Background: an optimization exercise with open tools, aiming at small area, a short achievable clock period and few clock cycles per item. Do not read the settings as production practice.
The RTL was checked by simulation tests, not by an equivalence proof against the original design.

## flow/design.v (module list and top-level ports; edited modules follow where they fit)
// module sstv_tone_alu: 2833 lines
module sstv_tone_alu (
    input  wire        clk,
    input  wire        rst,
    input  wire        in_valid,
    output wire        in_ready,
    input  wire [1:0]  in_op,
    input  wire [31:0] in_a,
    input  wire [37:0] in_b,
    output wire        out_valid,
    input  wire        out_ready,
    output wire [31:0] out_res,
    output wire [37:0] out_n
);
  // ...
==> flow/run.sh <==
#!/bin/bash
# synth_recipe.tcl (not shown) runs the flow's synth.tcl, then flattens the netlist and writes it again
# the make line also repeats each setting of config.mk as NAME=value (left out here)
make -C /OpenROAD-flow-scripts/flow DESIGN_CONFIG=/design/flow/config.mk WORK_HOME=/design/flow/orfs CLKGATE_MAP_FILE= SYNTH_SCRIPT=/design/flow/synth_recipe.tcl finish
==> flow/config.mk <==
export PLATFORM = sky130hd
export DESIGN_NAME = sstv_tone_alu
export DESIGN_NICKNAME = sstv_tone_alu
export VERILOG_FILES = /design/flow/design.v
export SDC_FILE = /design/flow/constraint.sdc
export NUM_CORES = 4
export LEC_CHECK = 0
export CAP_MARGIN = 20
export CORE_MARGIN = 2
export CORE_UTILIZATION = 40
export PLACE_DENSITY = 0.6
export SLEW_MARGIN = 20
==> flow/constraint.sdc <==
create_clock -name core_clock -period 18.0 [get_ports {clk}]
set_input_delay 3.6000 -clock core_clock [delete_from_list [all_inputs] [get_ports {clk}]]
set_output_delay 3.6000 -clock core_clock [all_outputs]
set_load 0.01 [all_outputs]
==> summary.txt, run 1 <==
status=no timing/DRC/antenna violations; Final Max Slew Viols=0; Compound-Gate Fraction of Synth Area=0.128; clock root buffer=clkbuf_16; via count=32.1k; RSZ-0062 raised after global routing=no; crit path capture type=output pin; die area=0.110 mm^2; hold path start=m2[5]; CTS tree=done; number of buffers created by CTS=57; Final setup viols=0; Worst Hold End=ml3[5]; Crit Path Class=reg2out; # rows=120; Final #Nets=4,944; FMAX=132 MHz; Hold Crit Depth=0; dpl ws=11.22 ns; post-synthesis mux area share=0.0379; Mapped Cells=4,046; Worst EP required=14.40 ns; synthesized cell area=0.0430 mm^2; initial antenna violation count=6; Post-CTS Repair Setup Buffers=0; post-synthesis xor/xnor area fraction=0.0287; FF-to-FF End=b_q[24]
Testbench counts, summed over its fixed seeds: cycles 5,768, items 4,312.
==> inputs of run 2 (changes only) <==
--- a/flow/design.v
+++ b/flow/design.v
@@ -13,16 +13,18 @@
 );
     reg        v0;
     reg        pix0;        
     reg        scale0;      
     reg        sel_y, sel_ry, sel_by;    
     reg [31:0] a_q;
     reg [37:0] b_q;
     reg [3:0]  cnt;
+    reg        acc_on;      
+    reg        rdy_q;       
     reg        v1;
     reg        pix1;
     reg        scale1;
     reg        blend1;
     reg [39:0] ns1;
     reg [39:0] nc1;
     reg        cin1;
     reg [37:0] h1;
@@ -39,25 +41,30 @@
     reg        vo;
     reg [31:0] res_o;
     reg [37:0] n_o;
     reg        vk;
     reg [31:0] res_k;
     reg [37:0] n_k;
     wire adv   = ~vk;
     wire last  = scale0 ? (cnt == 4'd3) : (cnt == 4'd15);
-    wire first = cnt == 4'd0;
-    assign in_ready  = adv & (~v0 | pix0 | last);
+    wire ld    = adv & rdy_q;        
+    wire it    = adv & ~rdy_q;       
+    wire vk_n   = (~vo | out_ready) ? 1'b0 : (adv & v3) ? 1'b1 : vk;
+    wire v0_n   = ld ? in_valid : v0;
+    wire pix0_n = ld ? in_pix : pix0;
+    wire last_n = ld ? 1'b0 : it ? (scale0 ? (cnt == 4'd2) : (cnt == 4'd14)) : last;
+    wire rdy_n  = ~vk_n & (~v0_n | pix0_n | last_n);
+    assign in_ready  = rdy_q;
     assign out_valid = vo;
     assign out_res   = res_o;
     assign out_n     = n_o;
     wire in_pix = ~(in_op[0] ^ in_op[1]);
     wire pixs = pix0;
     wire [7:0] bd = b_q[7:0] & {8{scale0}};
-    wire        acc_on = scale0 & ~first;
     wire [31:0] acc_a = ns1[39:8] & {32{acc_on}};
     wire [31:0] acc_b = nc1[39:8] & {32{acc_on}};
     wire        acc_c = cin1 & acc_on;
     wire tp1 = (a_q[0] & bd[0]);
     wire tp2 = acc_a[0];
     wire tp3 = acc_b[0];
     wire tp4 = acc_c;
     wire tp5 = ((sel_ry | sel_by) & ~a_q[16]) | (sel_y & a_q[8]) | (a_q[1] & bd[0]);
@@ -1000,17 +1007,17 @@
     wire las3 = lap3 ^ laG5;
     wire las4 = lap4 ^ laG6;
     wire las5 = lap5 ^ laG9;
     wire las6 = lap6 ^ laG10;
     wire las7 = lap7 ^ laG11;
     wire [7:0] lo = {las7, las6, las5, las4, las3, las2, las1, lap0};
     wire       lo_c = laG12;
     wire [15:0] dw = b_q[15:0];
-    wire [15:0] r0 = first ? 16'd0 : b_q[31:16];
+    wire [15:0] r0 = b_q[31:16];       
     wire [31:0] q0 = a_q;
     wire [16:0] t0 = {r0, q0[31]};
     wire [16:0] d0 = t0 - {1'b0, dw};
     wire        g0 = t0[16] | ~d0[16];
     wire [15:0] r1 = g0 ? d0[15:0] : t0[15:0];
     wire [31:0] q1 = {q0[30:0], g0};
     wire [16:0] t1 = {r1, q1[31]};
     wire [16:0] d1 = t1 - {1'b0, dw};
@@ -2755,51 +2762,56 @@
     wire ias22 = iap22 ^ iaG58;
     wire ias23 = iap23 ^ iaG59;
     wire ias24 = iap24 ^ iaG60;
     wire ias25 = iap25 ^ iaG61;
     wire ias26 = iap26 ^ iaG62;
     wire ias27 = iap27 ^ iaG63;
     wire [27:0] q3p1 = {ias27, ias26, ias25, ias24, ias23, ias22, ias21, ias20, ias19, ias18, ias17, ias16, ias15, ias14, ias13, ias12, ias11, ias10, ias9, ias8, ias7, ias6, ias5, ias4, ias3, ias2, ias1, ias0};
     wire [27:0] fword = xneg ? q3 : q3p1;
-    wire [31:0] res_in = ~pix3 ? n3[31:0] : clamp3 ? 32'd150732800 : {4'd0, fword};
+    wire [31:0] res_q0 = ~pix3 ? n3[31:0] : clamp3 ? 32'd150732800 : {4'd0, q3};
+    wire [31:0] res_q1 = ~pix3 ? n3[31:0] : clamp3 ? 32'd150732800 : {4'd0, q3p1};
+    wire [31:0] res_in = xneg ? res_q0 : res_q1;
     always @(posedge clk) begin
         if (rst) begin
             v0 <= 1'b0;
             v1 <= 1'b0;
             v2 <= 1'b0;
             v3 <= 1'b0;
             vo <= 1'b0;
             vk <= 1'b0;
+            rdy_q <= 1'b1;
         end else begin
+            rdy_q <= rdy_n;
             if (adv) begin
-                if (in_ready)
+                if (rdy_q)
                     v0 <= in_valid;
                 v1 <= v0 & (pix0 | last);
                 v2 <= v1;
                 v3 <= v2;
             end
             if (~vo | out_ready) begin
                 vo <= vk | (adv & v3);
                 vk <= 1'b0;
             end else if (adv & v3) begin
                 vk <= 1'b1;
             end
         end
     end
     always @(posedge clk) begin
         if (adv) begin
-            if (in_ready) begin
+            acc_on <= ~rdy_q & scale0;
+            if (rdy_q) begin
                 pix0   <= in_pix;
                 scale0 <= in_op == 2'd1;
                 sel_ry <= in_pix & ~in_a[25] &  in_a[24];
                 sel_by <= in_pix &  in_a[25] & ~in_a[24];
                 sel_y  <= in_pix & ~(in_a[25] ^ in_a[24]);
                 a_q    <= in_a;
-                b_q    <= in_b;
+                b_q    <= {in_b[37:32], in_b[31:16] & {16{in_op != 2'd2}}, in_b[15:0]};
                 cnt    <= 4'd0;
             end else begin
                 cnt <= cnt + 4'd1;
                 if (scale0) begin
                     b_q[31:0] <= {lo, b_q[31:8]};
                 end else begin
                     a_q <= q2;
                     b_q[31:16] <= r2;
==> flow/config.mk (replaced) <==
export PLATFORM = sky130hd
export DESIGN_NAME = sstv_tone_alu
export DESIGN_NICKNAME = sstv_tone_alu
export VERILOG_FILES = /design/flow/design.v
export SDC_FILE = /design/flow/constraint.sdc
export NUM_CORES = 4
export LEC_CHECK = 0
export CAP_MARGIN = 20
export CORE_MARGIN = 2
export CORE_UTILIZATION = 60
export PLACE_DENSITY = 0.75
export SLEW_MARGIN = 20
==> run 2 against run 1 <==
Global-route usage is 11 points higher. Worst setup slack better by 1.2 ns. Utilization is 21 points higher. Clock skew is 0.0093 ns lower. Still clean. Final area is 1.7% lower. Critical path depth is 13 higher. Sequential share of layout area is 0.62 points higher. Largest cell class unchanged.
==> summary.txt, run 2 <==
status=no timing/DRC/antenna violations (unchanged); top post-synthesis cells by area=edfxtp_1, fa_1, ha_1, inv_1, dfxtp_1 (unchanged); synthesized cell area=0.0431 mm^2 (was 0.0430 mm^2); Crit Path Class=reg2reg (was reg2out); final WL=140,000 um (was 151,000 um); Max Buffers Root-to-Sink=3 (unchanged); final hold violation count=0 (unchanged); worst hold margin=0.419 ns (was 0.418 ns); vias in the first global route=32.5k (was 32.4k); drt wl/cell=27.9 um (was 27.1 um); Post-CTS Resized=0 (unchanged); Final Max Slew Viols=0 (unchanged); Final min period=6.35 ns (was 7.57 ns); grt total ovfl=0 (unchanged); crit path capture type=flop (was output pin); Mapped Cells=3,948 (was 4,046); chip width=272 um (was 332 um); Max FO, Critical Path=30 (was 63); largest registers=ns1 x40, m2 x39, nc1 x39 (unchanged); maximum number of pins on one net before global-route repair=131 (was 112); post-synthesis async set-or-reset flop share=0 (unchanged); # rows=98 (was 120); initial antenna violation count=3 (was 6); Netlist cell types=81 (was 75); filler cell count=5,531 (was 9,996); Chip Height=272 um (was 332 um); Syn Area/Cell=10.9 um^2 (was 10.6 um^2); Worst path max stage delay=0.64 ns (was 0.57 ns); Worst path slowest cell=a2111oi_4 (was buf_4); Area Overhead vs Synth=9.94% (was 12.0%); part of the cycle the worst path needs=0.353 (was 0.421); max cap viols=0 (unchanged); share of cells above drive strength 1=0.0686 (was 0.0624); Vias/cell=6.41 (was 5.75); Largest Register=ns1 (unchanged); max reg flops=40 (unchanged); commonest cells in the netlist=inv_1, fa_1, edfxtp_1 (unchanged); most common cell after layout, fill and taps aside=inv_1 (unchanged); die area=0.0739 mm^2 (was 0.110 mm^2); Core Util, Final=0.664 (was 0.451); ys flop type=edfxtp_1 (unchanged); Routed Antenna Nets=0 (unchanged); first-pass GRT wire length=207,000 um (was 221,000 um); EDFF count, synth=432 (was 431); Detailed Place HPWL=105,000 um (was 116,000 um); IO Port Bufs=147 (unchanged); drt first-iter violations=4,499 (was 3,601); FMAX=157 MHz (was 132 MHz); Placeable Area=0.0712 mm^2 (was 0.107 mm^2); Post-CTS Repair Setup Buffers=0 (unchanged); TNS Setup=0 ns (unchanged); register area share after synthesis=0.337 (was 0.336); CTS tree=done (unchanged); CTS clk-pin slew, worst paths=0.07 ns (was 0.06 ns); Rel. slew slack=0.164 (was 0.207); clock root buffer=clkbuf_16 (unchanged); Worst EP required=18.40 ns (was 14.40 ns); Synth warnings=1 (unchanged); RSZ-0062 raised after global routing=no (unchanged); flops & latches, synth=509 (was 507); First-pass DRT Iterations=10 (was 9); Final #Nets=4,835 (was 4,944); CP Cell Sequence=inv_1 > ha_1 > inv_1 > fa_1 > a211oi_1 > o21a_1 > o21ai_2 > a22o_1 > o2bb2ai_2 > buf_4 > mux2_2 > ha_1 > nor2b_4 > o31a_1 > o211ai_2 > a21oi_2 > o41ai_2 > a21oi_1 > a2111oi_4 > buf_4 > mux2i_1 > a221o_1 (was buf_4 > buf_4 > o21ai_0 > a21oi_1 > nand2_1 > nand2_2 > buf_4 > inv_2 > clkdlybuf4s50_1); # diodes=0 (was 2); Global Route Usage Sum=0.381 (was 0.273); top-area cell type share of the netlist area=0.301 (about the same); DRC=0 (unchanged); via count=32.1k (about the same); H-Tree Depth=2 (unchanged); Syn Nets=4,776 (was 4,871); Sink Count=509 (was 507); Skew-Pair Late Insertion Delay=0.65 ns (was 0.72 ns); Starting Density=0.604 (was 0.403); area leader, netlist=edfxtp_1 (unchanged); Max Clock Skew=0.0417 ns (was 0.0510 ns); Worst Max-Slew Pin Slew=1.25 ns (was 1.16 ns); most frequent cell after synthesis=inv_1 (unchanged); number of buffers created by CTS=55 (was 57); hold_buf cts=0 (unchanged); Final setup viols=0 (unchanged); most frequent cells in the layout=inv_1, fa_1, edfxtp_1, nand2_1, ha_1 (unchanged); Worst Setup Start Kind=flop (unchanged); Hold Crit Class=reg2reg (unchanged); worst endpoint data arrival time=6.75 ns (was 3.97 ns); top-level I/O count=148 (unchanged); gpl congestion=1.09 (was 1.03)
==> run 2: cell count changes after synthesis, moves of 13 or more <==
| cell | previous run | this run |
|---|---|---|
| a21oi_1 | 173 | 143 |
| and3_1 | 31 | 18 |
| clkbuf_1 | 181 | 167 |
| inv_1 | 559 | 594 |
| mux2_2 | 53 | 82 |
| mux2i_1 | 102 | 119 |
| nand2_1 | 376 | 269 |
| nor2_1 | 216 | 202 |
| nor2b_1 | 31 | 18 |
| o21ai_0 | 231 | 162 |
| o21ai_1 | 3 | 41 |
==> run 2: kinds of logic after synthesis <==
logic type,Yosys count,synth area share
AOI/OAI and AO/OA,829,0.133
buffers and inverters,798,0.0702
adders and majority gates,752,0.307
and+or+nand+nor,727,0.0770
DFF,509,0.337
muxes,203,0.0496
xor gates and xnor gates,130,0.0264
==> run 2: worst paths after layout <==
path,start,endpoint,slack [ns],cells past startpoint
setup reg to reg,a_q[31],b_q[16],11.65,22
hold / removal,m2[8],ml3[8],0.42,0
hold reg to reg,m2[8],ml3[8],0.42,0
setup / recovery,a_q[31],b_q[16],11.65,22
==> run 2: area by class of cell <==
type | instances | area, um^2 | share of cell area
inverters | 595 | 2240 | 0.0473
well taps | 950 | 1190 | 0.0251
repair buffers | 205 | 1900 | 0.0402
multi-input cells | 2641 | 25600 | 0.540
clock buffers | 65 | 1500 | 0.0316
clock inverters | 36 | 419 | 0.00885
flip-flops and latches | 509 | 14500 | 0.307
==> run 2: per-stage QoR <==
stage | instance area (um^2) | std cells | worst slack [ns]
final | 47300 | 5001 | 11.65
after global routing | 47300 | 5001 | 11.26
after CTS | 47300 | 4998 | 11.67
after detailed placement | 45400 | 4897 | 11.72
after global placement | 45400 | 4897 | 11.75
after floorplan | 43100 | 3948 | 6.92
==> run 2: per-layer routing <==
| metal | part of all wire | wire length, um | track usage |
|---|---|---|---|
| met2 | 0.44 | 61300 | 0.584 |
| met5 | 0.00061 | 85 | 0.00706 |
| met4 | 0.077 | 10800 | 0.229 |
| met1 | 0.37 | 51300 | 0.481 |
| met3 | 0.12 | 16100 | 0.112 |
==> run 2: critical path, delay by kind of cell (launching register included) <==
kind,cells,cell delay (ns)
AOI/OAI and AO/OA,12,3.10
adders and majority gates,3,0.90
buffers and inverters,4,0.87
DFF,1,0.57
muxes,2,0.50
and+or+nand+nor,1,0.14
Testbench counts of run 2, summed over its fixed seeds: cycles 5,768, items 4,312.
==> inputs of run 3 (changes only) <==
--- a/flow/config.mk
+++ b/flow/config.mk
@@ -9,4 +9,4 @@
 export CORE_MARGIN = 2
-export CORE_UTILIZATION = 60
-export PLACE_DENSITY = 0.75
+export CORE_UTILIZATION = 40
+export PLACE_DENSITY = 0.6
 export SLEW_MARGIN = 20
==> run 3 against run 2 <==
Still clean on timing, DRC and antenna. Register-to-register slack got worse by 0.12 ns. Sequential share of layout area decreased by 0.47 points. Critical path depth down 3. Clock skew down 0.0036 ns. Synthesized cell count stayed put. Routed wire length grew 7.8%. Critical endpoint is now b_q[31]. Largest cell class unchanged.
==> summary.txt, run 3 <==
Chip Height=332 um (was 272 um); Area Overhead vs Synth=11.7% (was 9.94%); # rows=120 (was 98); Routed Antenna Nets=0 (unchanged); Mapped Cells=3,948 (unchanged); Max FO, Critical Path=59 (was 30); most frequent cells in the layout=inv_1, fa_1, edfxtp_1, nand2_1, ha_1 (unchanged); worst hold margin=0.397 ns (was 0.419 ns); Final Max Slew Viols=0 (unchanged); Starting Density=0.403 (was 0.604); ys flop type=edfxtp_1 (unchanged); drt wl/cell=27.5 um (was 27.9 um); Global Route Usage Sum=0.273 (was 0.381); die area=0.110 mm^2 (was 0.0739 mm^2); Top Family by Delay on Critical Path=buffers and inverters (was compound AO/OA/AOI/OAI gates); number of buffers created by CTS=58 (was 55); area leader, netlist=edfxtp_1 (unchanged); clock root buffer=clkbuf_16 (unchanged); most common cell after layout, fill and taps aside=inv_1 (unchanged); Largest Register=ns1 (unchanged); RSZ-0062 raised after global routing=no (unchanged); grt total ovfl=0 (unchanged); Worst EP required=18.40 ns (about the same); status=no timing/DRC/antenna violations (unchanged); global-route track usage on met3=0.0627 (was 0.112); met1 Use GR=0.363 (was 0.481); CP Buf/Inv Count=4 (unchanged); Final #Nets=4,849 (was 4,835); initial antenna violation count=6 (was 3); Syn Nets=4,776 (unchanged); maximum number of pins on one net before global-route repair=151 (was 131); Worst Max-Slew Pin Slew=1.34 ns (was 1.25 ns); chip width=332 um (was 272 um); met2 Usage GRT=0.424 (was 0.584); top-area cell type share of the netlist area=0.301 (unchanged); Post-CTS Repair Setup Buffers=0 (unchanged); design area=0.0481 mm^2 (was 0.0473 mm^2); post-synthesis async set-or-reset flop share=0 (unchanged); largest registers=ns1 x40, m2 x39, nc1 x39 (unchanged); IO Port Bufs=147 (unchanged); part of the cycle the worst path needs=0.359 (was 0.353); CTS tree=done (unchanged); Syn Area/Cell=10.9 um^2 (unchanged); max cap viols=0 (unchanged); GRT busiest layer=met2 (unchanged); dpl cell area=0.0461 mm^2 (was 0.0454 mm^2); CP Cell Sequence=buf_4 > clkinv_1 > nor2_1 > a211oi_1 > nand2_1 > fa_1 > fa_1 > inv_1 > fa_1 > inv_1 > ha_1 > a21o_1 > a21o_1 > a21oi_1 > nor2b_1 > nor2_1 > xnor2_1 > a22oi_1 > o21ai_1 (was inv_1 > ha_1 > inv_1 > fa_1 > a211oi_1 > o21a_1 > o21ai_2 > a22o_1 > o2bb2ai_2 > buf_4 > mux2_2 > ha_1 > nor2b_4 > o31a_1 > o211ai_2 > a21oi_2 > o41ai_2 > a21oi_1 > a2111oi_4 > buf_4 > mux2i_1 > a221o_1); Netlist cell types=81 (unchanged); crit path capture type=flop (unchanged); Worst path max stage delay=1.15 ns (was 0.64 ns); top-level I/O count=148 (unchanged); Detailed Place HPWL=115,000 um (was 105,000 um); drt first-iter violations=3,419 (was 4,499); worst endpoint data arrival time=6.87 ns (was 6.75 ns); Post-CTS Resized=0 (unchanged); placed cells=5,363 (was 4,897); max reg flops=40 (unchanged); Rel. slew slack=0.0867 (was 0.164); register area share after synthesis=0.337 (unchanged); gpl congestion=1.02 (was 1.09); Synth warnings=1 (unchanged); Final setup viols=0 (unchanged); Skew-Pair Late Insertion Delay=0.67 ns (was 0.65 ns); DRC=0 (unchanged); flops & latches, synth=509 (unchanged); vias in the first global route=32.4k (was 32.5k); top post-synthesis cells by area=edfxtp_1, fa_1, ha_1, inv_1, dfxtp_1 (unchanged); Max Clock Skew=0.0381 ns (was 0.0417 ns); hold_buf cts=0 (unchanged); EDFF count, synth=432 (unchanged); most frequent cell after synthesis=inv_1 (unchanged); Crit Path Class=reg2reg (unchanged); Placeable Area=0.107 mm^2 (was 0.0712 mm^2); first-pass GRT wire length=222,000 um (was 207,000 um); Layout Cells excl Fill=5,473 (was 5,001); filler cell count=10.1k (was 5,531); commonest cells in the netlist=inv_1, fa_1, edfxtp_1 (unchanged); Worst Setup Start Kind=flop (unchanged); CTS clk-pin slew, worst paths=0.06 ns (was 0.07 ns); synthesized cell area=0.0431 mm^2 (unchanged); via count=31.3k (was 32.1k); FMAX=155 MHz (was 157 MHz); Vias/cell=5.72 (was 6.41); Hold Crit Class=reg2reg (unchanged); H-Tree Depth=2 (unchanged); Final min period=6.47 ns (was 6.35 ns); Sink Count=509 (unchanged); cell mode on critical path=fa_1; TNS Setup=0 ns (unchanged); final WL=150,000 um (was 140,000 um); final hold violation count=0 (unchanged); Worst path slowest cell=clkinv_1 (was a2111oi_4); Max Buffers Root-to-Sink=3 (unchanged); First-pass DRT Iterations=7 (was 10); share of cells above drive strength 1=0.0688 (was 0.0686)
[run 3: cell counts after synthesis]
Identical to the previous run, type by type.
[run 3: routing by layer]
| layer | vias up | part of all wire |
|---|---|---|
| met2 | 1563 | 0.44 |
| met5 | - | 0.00042 |
| li1 | 13800 | - |
| met1 | 15500 | 0.41 |
| met3 | 456 | 0.089 |
| met4 | 8 | 0.058 |
[run 3: area by class of cell]
type	instances	area (um^2)	share of cell area
multi-input cells	2641	25600	0.532
well taps	1403	1760	0.0365
clock buffers	80	1690	0.0351
inverters	595	2240	0.0466
flip-flops and latches	509	14500	0.302
diodes	1	2.50	0.0000520
repair buffers	216	2000	0.0416
clock inverters	28	309	0.00643
[run 3: cell families after synthesis]
kind of cell | after synthesis | synth area share
xor gates and xnor gates | 130 | 0.0264
AOI/OAI and AO/OA | 829 | 0.133
and+or+nand+nor | 727 | 0.0770
DFF | 509 | 0.337
buffers and inverters | 798 | 0.0702
muxes | 203 | 0.0496
adders and majority gates | 752 | 0.307
[run 3: path summary, 6_finish.rpt]
path                              from      end  slack (ns)  cells after the start
worst max-delay path            sel_ry  b_q[31]       11.53                     19
worst min-delay path            n2[36]   n3[36]        0.40                      0
worst max register to register  sel_ry  b_q[31]       11.53                     19
worst min register to register  n2[36]   n3[36]        0.40                      0
[run 3: metrics by stage]
step	utilization	worst slack, ns
6_report	0.450	11.53
5_1_grt	0.450	11.27
4_1_cts	0.450	11.69
3_3_place_gp	0.431	11.79
3_5_place_dp	0.431	11.72
2_1_floorplan	-	6.92

[re-timing with driven ports]
How much do the figures lean on ideal ports? The routed layouts below were timed once more, with nothing changed but the port constraints.
Step 1: set_driving_cell puts a clkbuf_16 on clk and a buf_2 on each other input, an assumption about the parent block.
Step 2 times the ports against the registers' clock, not the clock port: input delays grow and output delays shrink by t, the midpoint of the rising clock arrivals with the driver on.
a / b / c = no drivers / after step 1 / after step 2; a / b = the first two.
| run | shift t [ns] | setup WS [ns] | hold WS [ns] | worst slew at a driven data input, ns | pins driven straight from the clock port |
|---|---|---|---|---|---|
| run 1 | 0.752 | 10.430 / 10.366 / 11.118 | 0.418 / 0.418 / 0.418 | 0.10 | 1 |
| run 2 | 0.700 | 11.651 / 11.651 / 11.651 | 0.419 / 0.419 / 0.419 | 0.05 | 1 |
| run 3 | 0.724 | 11.533 / 11.533 / 11.533 | 0.397 / 0.397 / 0.397 | 0.06 | 1 |
After both steps every run listed still meets setup and hold.
